From an optimization exercise on the open Yosys and OpenROAD flow, aimed at a short achievable clock period; shortcuts taken in it are not production practice.
Function was checked by simulation only, so behaviour that the tests miss may differ from the original.
Power is estimated from default activity; no workload was simulated.

==> flow/design.v <==
module frame_check #(
    parameter [7:0] START = 8'hA5,
    parameter [7:0] STOP  = 8'h5A
) (
    input  wire [39:0] frame,
    output wire [1:0]  status,    
    output wire [7:0]  option,
    output wire [7:0]  value
);
    wire [7:0] b0 = frame[39:32];
    wire [7:0] b1 = frame[31:24];
    wire [7:0] b2 = frame[23:16];
    wire [7:0] b3 = frame[15:8];
    wire [7:0] b4 = frame[7:0];
    wire [7:0] t     = b1 ^ b2;
    wire [7:0] carry = {(t[6:0] & ~b3[6:0]) | (~t[6:0] & b1[6:0]), 1'b0};
    wire [7:0] miss  = t ^ (b3 ^ carry);
    wire       sum_ok     = ~|miss;
    wire       markers_ok = (b0 == START) && (b4 == STOP);
    assign status = {markers_ok & ~sum_ok, ~markers_ok};
    assign option = b1;
    assign value  = b2;
endmodule
module frame_codec_queue #(
    parameter [7:0] START = 8'hA5,
    parameter [7:0] STOP  = 8'h5A
) (
    input  wire        clk,
    input  wire        rst,
    input  wire        enq_valid,
    input  wire [7:0]  enq_data,
    input  wire        deq_req,
    output wire        deq_valid,
    output wire [39:0] deq_frame,
    output wire [1:0]  deq_status,
    output wire [7:0]  deq_option,
    output wire [7:0]  deq_value,
    output wire        empty,
    output reg         full,
    input  wire [7:0]  enc_option,
    input  wire [7:0]  enc_value,
    output wire [39:0] enc_frame,
    input  wire [39:0] dec_frame,
    output wire [1:0]  dec_status,
    output wire [7:0]  dec_option,
    output wire [7:0]  dec_value
);
    localparam [1:0] ST_NONE_AVAILABLE = 2'd3;
    reg [39:0] slot [0:3];    
    reg [3:0]  wfi;           
    reg [4:0]  wbi;           
    reg [3:0]  rfi;           
    reg [39:0] head;          
    reg [39:0] nxt;           
    reg [1:0]  head_status;   
    reg        empty_r;       
    assign empty      = empty_r;
    assign deq_valid  = ~empty_r;
    assign deq_frame  = head;
    assign deq_status = head_status;
    assign deq_option = head[31:24];
    assign deq_value  = head[23:16];
    wire [3:0] rfi_inc  = {rfi[2:0], rfi[3]};
    wire [3:0] rfi_inc2 = {rfi[1:0], rfi[3:2]};
    wire [3:0] wfi_inc  = {wfi[2:0], wfi[3]};
    wire       hit_cur  = |(wfi & rfi);        
    wire       hit_nxt  = |(wfi & rfi_inc);    
    wire       hit_nxt2 = |(wfi & rfi_inc2);   
    wire       hit_prv  = |(wfi_inc & rfi);    
    wire do_deq = deq_req & ~empty_r;
    wire do_enq = enq_valid & ~rst;
    wire wrap   = do_enq & wbi[4];
    wire [3:0] rfi_n  = rst ? 4'b0001 : (do_deq ? rfi_inc : rfi);
    wire [3:0] wfi_n  = rst ? 4'b0001 : (wrap ? wfi_inc : wfi);
    wire [4:0] wbi_n  = rst ? 5'b00001 : (do_enq ? {wbi[3:0], wbi[4]} : wbi);
    wire       full_d = full & ~(do_deq & hit_cur);
    wire       meet   = do_deq ? hit_cur : hit_prv;          
    wire       full_n = ~rst & (full_d | (wrap & meet));
    wire       same_n = rst | (wrap == do_deq ? hit_cur : (wrap ? hit_prv : hit_nxt));
    wire       empty_n = ~full_n & same_n;
    wire [39:0] cur_slot  = head;
    wire [39:0] nxt2_slot = ({40{rfi_inc2[0]}} & slot[0]) | ({40{rfi_inc2[1]}} & slot[1]) |
                            ({40{rfi_inc2[2]}} & slot[2]) | ({40{rfi_inc2[3]}} & slot[3]);
    wire [39:0] head_base = rst ? slot[0] : (do_deq ? nxt : cur_slot);
    wire [39:0] nxt_base  = rst ? slot[1] : (do_deq ? nxt2_slot : nxt);
    wire        head_hit  = do_enq & (do_deq ? hit_nxt : hit_cur);
    wire        nxt_hit   = do_enq & (do_deq ? hit_nxt2 : hit_nxt);
    reg [39:0] head_n, nxt_n;
    integer i;
    always @(*) begin
        head_n = head_base;
        nxt_n  = nxt_base;
        for (i = 0; i < 5; i = i + 1) begin
            if (head_hit && wbi[i]) head_n[39-8*i -: 8] = enq_data;
            if (nxt_hit  && wbi[i]) nxt_n[39-8*i -: 8]  = enq_data;
        end
    end
    wire [1:0] head_check;
    frame_check #(.START(START), .STOP(STOP)) u_head_check (
        .frame  (head_n),
        .status (head_check),
        .option (),
        .value  ()
    );
    always @(posedge clk) begin
        rfi         <= rfi_n;
        wfi         <= wfi_n;
        wbi         <= wbi_n;
        full        <= full_n;
        empty_r     <= empty_n;
        head        <= head_n;
        nxt         <= nxt_n;
        head_status <= empty_n ? ST_NONE_AVAILABLE : head_check;
    end
    genvar s, b;
    generate
        for (s = 0; s < 4; s = s + 1) begin : g_slot
            for (b = 0; b < 5; b = b + 1) begin : g_byte
                always @(posedge clk) begin
                    if (do_enq && wfi[s] && wbi[b])
                        slot[s][39-8*b -: 8] <= enq_data;
                end
            end
        end
    endgenerate
    wire [7:0] eg = enc_option & enc_value;
    wire [7:0] ep = enc_option | enc_value;
    wire [7:0] ex = enc_option ^ enc_value;
    wire g10 = eg[1] | ep[1] & eg[0];
    wire g32 = eg[3] | ep[3] & eg[2];  wire p32 = ep[3] & ep[2];
    wire g54 = eg[5] | ep[5] & eg[4];  wire p54 = ep[5] & ep[4];
    wire g20 = eg[2] | ep[2] & g10;
    wire g30 = g32 | p32 & g10;
    wire g64 = eg[6] | ep[6] & g54;    wire p64 = ep[6] & p54;
    wire g40 = eg[4] | ep[4] & g30;
    wire g50 = g54 | p54 & g30;
    wire g60 = g64 | p64 & g30;
    wire [7:0] enc_sum = ex ^ {g60, g50, g40, g30, g20, g10, eg[0], 1'b0};
    assign enc_frame = {START, enc_option, enc_value, enc_sum, STOP};
    frame_check #(.START(START), .STOP(STOP)) u_dec_check (
        .frame  (dec_frame),
        .status (dec_status),
        .option (dec_option),
        .value  (dec_value)
    );
endmodule
clock: 5.0 ns
lec_check: 0
cap_margin: 20
core_margin: 2
core_utilization: 60
setup_slack_margin: 2.5
slew_margin: 20
tns_end_percent: 100
standard.sh (not shown) runs the stock make flow with config.mk's settings and CLKGATE_MAP_FILE= SYNTH_SCRIPT=/design/flow/synth_recipe.tcl, a recipe that flattens the netlist after the stock synthesis.
==> flow/flow/run.sh <==
#!/bin/bash
# ORFS layout through the standard.sh, with two changes to synthesis:
# - Yosys's full/half-adder extraction is off (ADDER_MAP_FILE empty);
# - ABC maps with flow/speed.abc, a delay-driven script, in place of ORFS's
#   abc_speed.script, and maps the purely combinational encoder and decoder
#   cones (enc_frame, dec_status) in runs of their own first, so that each is
#   mapped for its own delay rather than relaxed to the design's longest path.
# Registers, and everything after synthesis, are the standard flow's.
set -euo pipefail
W=$PWD
{
  echo 'proc abc {args} {'
  echo '  set i [lsearch -exact $args -script]'
  echo '  if {$i >= 0} { lset args [expr {$i + 1}] $::env(SPEED_ABC_SCRIPT) }'
  echo '  foreach out {enc_frame dec_status} {'
  echo '    yosys select -set cone w:$out %ci*'
  echo '    yosys abc {*}$args @cone'
  echo '  }'
  echo '  yosys select -clear'
  echo '  yosys abc {*}$args'
  echo '}'
  cat synth_recipe.tcl
} > my_synth.tcl
export SPEED_ABC_SCRIPT=$W/flow/speed.abc
bash standard.sh SYNTH_SCRIPT=$W/my_synth.tcl ADDER_MAP_FILE= finish > standard.log 2>&1
==> flow/flow/speed.abc <==
strash
balance
rewrite
refactor
balance
dch -f
map -D 200
buffer -c
upsize -D 200
dnsize -D 200
The starting point finished clean.
Change:
- CORE_UTILIZATION: 60 -> 40
=> Die area is higher by well over a third; design area is higher slightly; first-iteration DRC count is lower by a quarter to a third; total power is lower slightly; worst setup slack loses 0.020 ns.
Change:
--- a/flow/flow/run.sh
+++ b/flow/flow/run.sh
@@ -6,5 +6,6 @@
 #   cones (enc_frame, dec_status) in runs of their own first, so that each is
 #   mapped for its own delay rather than relaxed to the design's longest path.
-# Registers, and everything after synthesis, are the standard flow's.
+# The port buffers are buf_8 cells.  Registers, and everything else, are
+# the standard flow's.
 set -euo pipefail
 W=$PWD
@@ -23,3 +24,3 @@
 } > my_synth.tcl
 export SPEED_ABC_SCRIPT=$W/flow/speed.abc
-bash standard.sh SYNTH_SCRIPT=$W/my_synth.tcl ADDER_MAP_FILE= finish > standard.log 2>&1
+bash standard.sh SYNTH_SCRIPT=$W/my_synth.tcl ADDER_MAP_FILE= "BUFFER_PORTS_ARGS=-buffer_cell sky130_fd_sc_hd__buf_8" finish > standard.log 2>&1
Setup slack improves by 0.040 ns.
Routed wire length fell by 2.0%.
Power rose by 2.5%.
Worst hold slack improves by 0.018 ns.
Non-clock buffer count fell by 18.
Clock power is about the same.

-- separate check: timing with driven ports --
The results above use ideal ports. As a check the final layouts listed here were re-extracted and re-timed, cells and wires unchanged.
Step 1 sets driving cells, clkbuf_16 on the clock port and buf_2 on the other inputs (assumed; they add their load-dependent delay and slew).
Step 2 also shifts input and output timing later by t, the mid clock arrival at the registers, as if the neighbouring blocks saw the same clock.
Slacks: ideal ports / drivers / drivers and shift; pairs: ideal ports / drivers.
run | shift t [ns] | setup slack, ns | worst setup path after step 2 | pins driven straight from the clock port
the first run | 0.576 | 1.968 / 1.925 / 1.786 | input to register | 1
the second run | 0.581 | 1.948 / 1.919 / 1.739 | input to register | 1
the third run | 0.590 | 1.987 / 1.934 / 1.626 | input to register | 1
After both steps setup and hold are still met in every run listed. For the third run, which loses most, drivers alone change the setup slack by -0.053 ns; drivers and shift together by -0.361 ns.
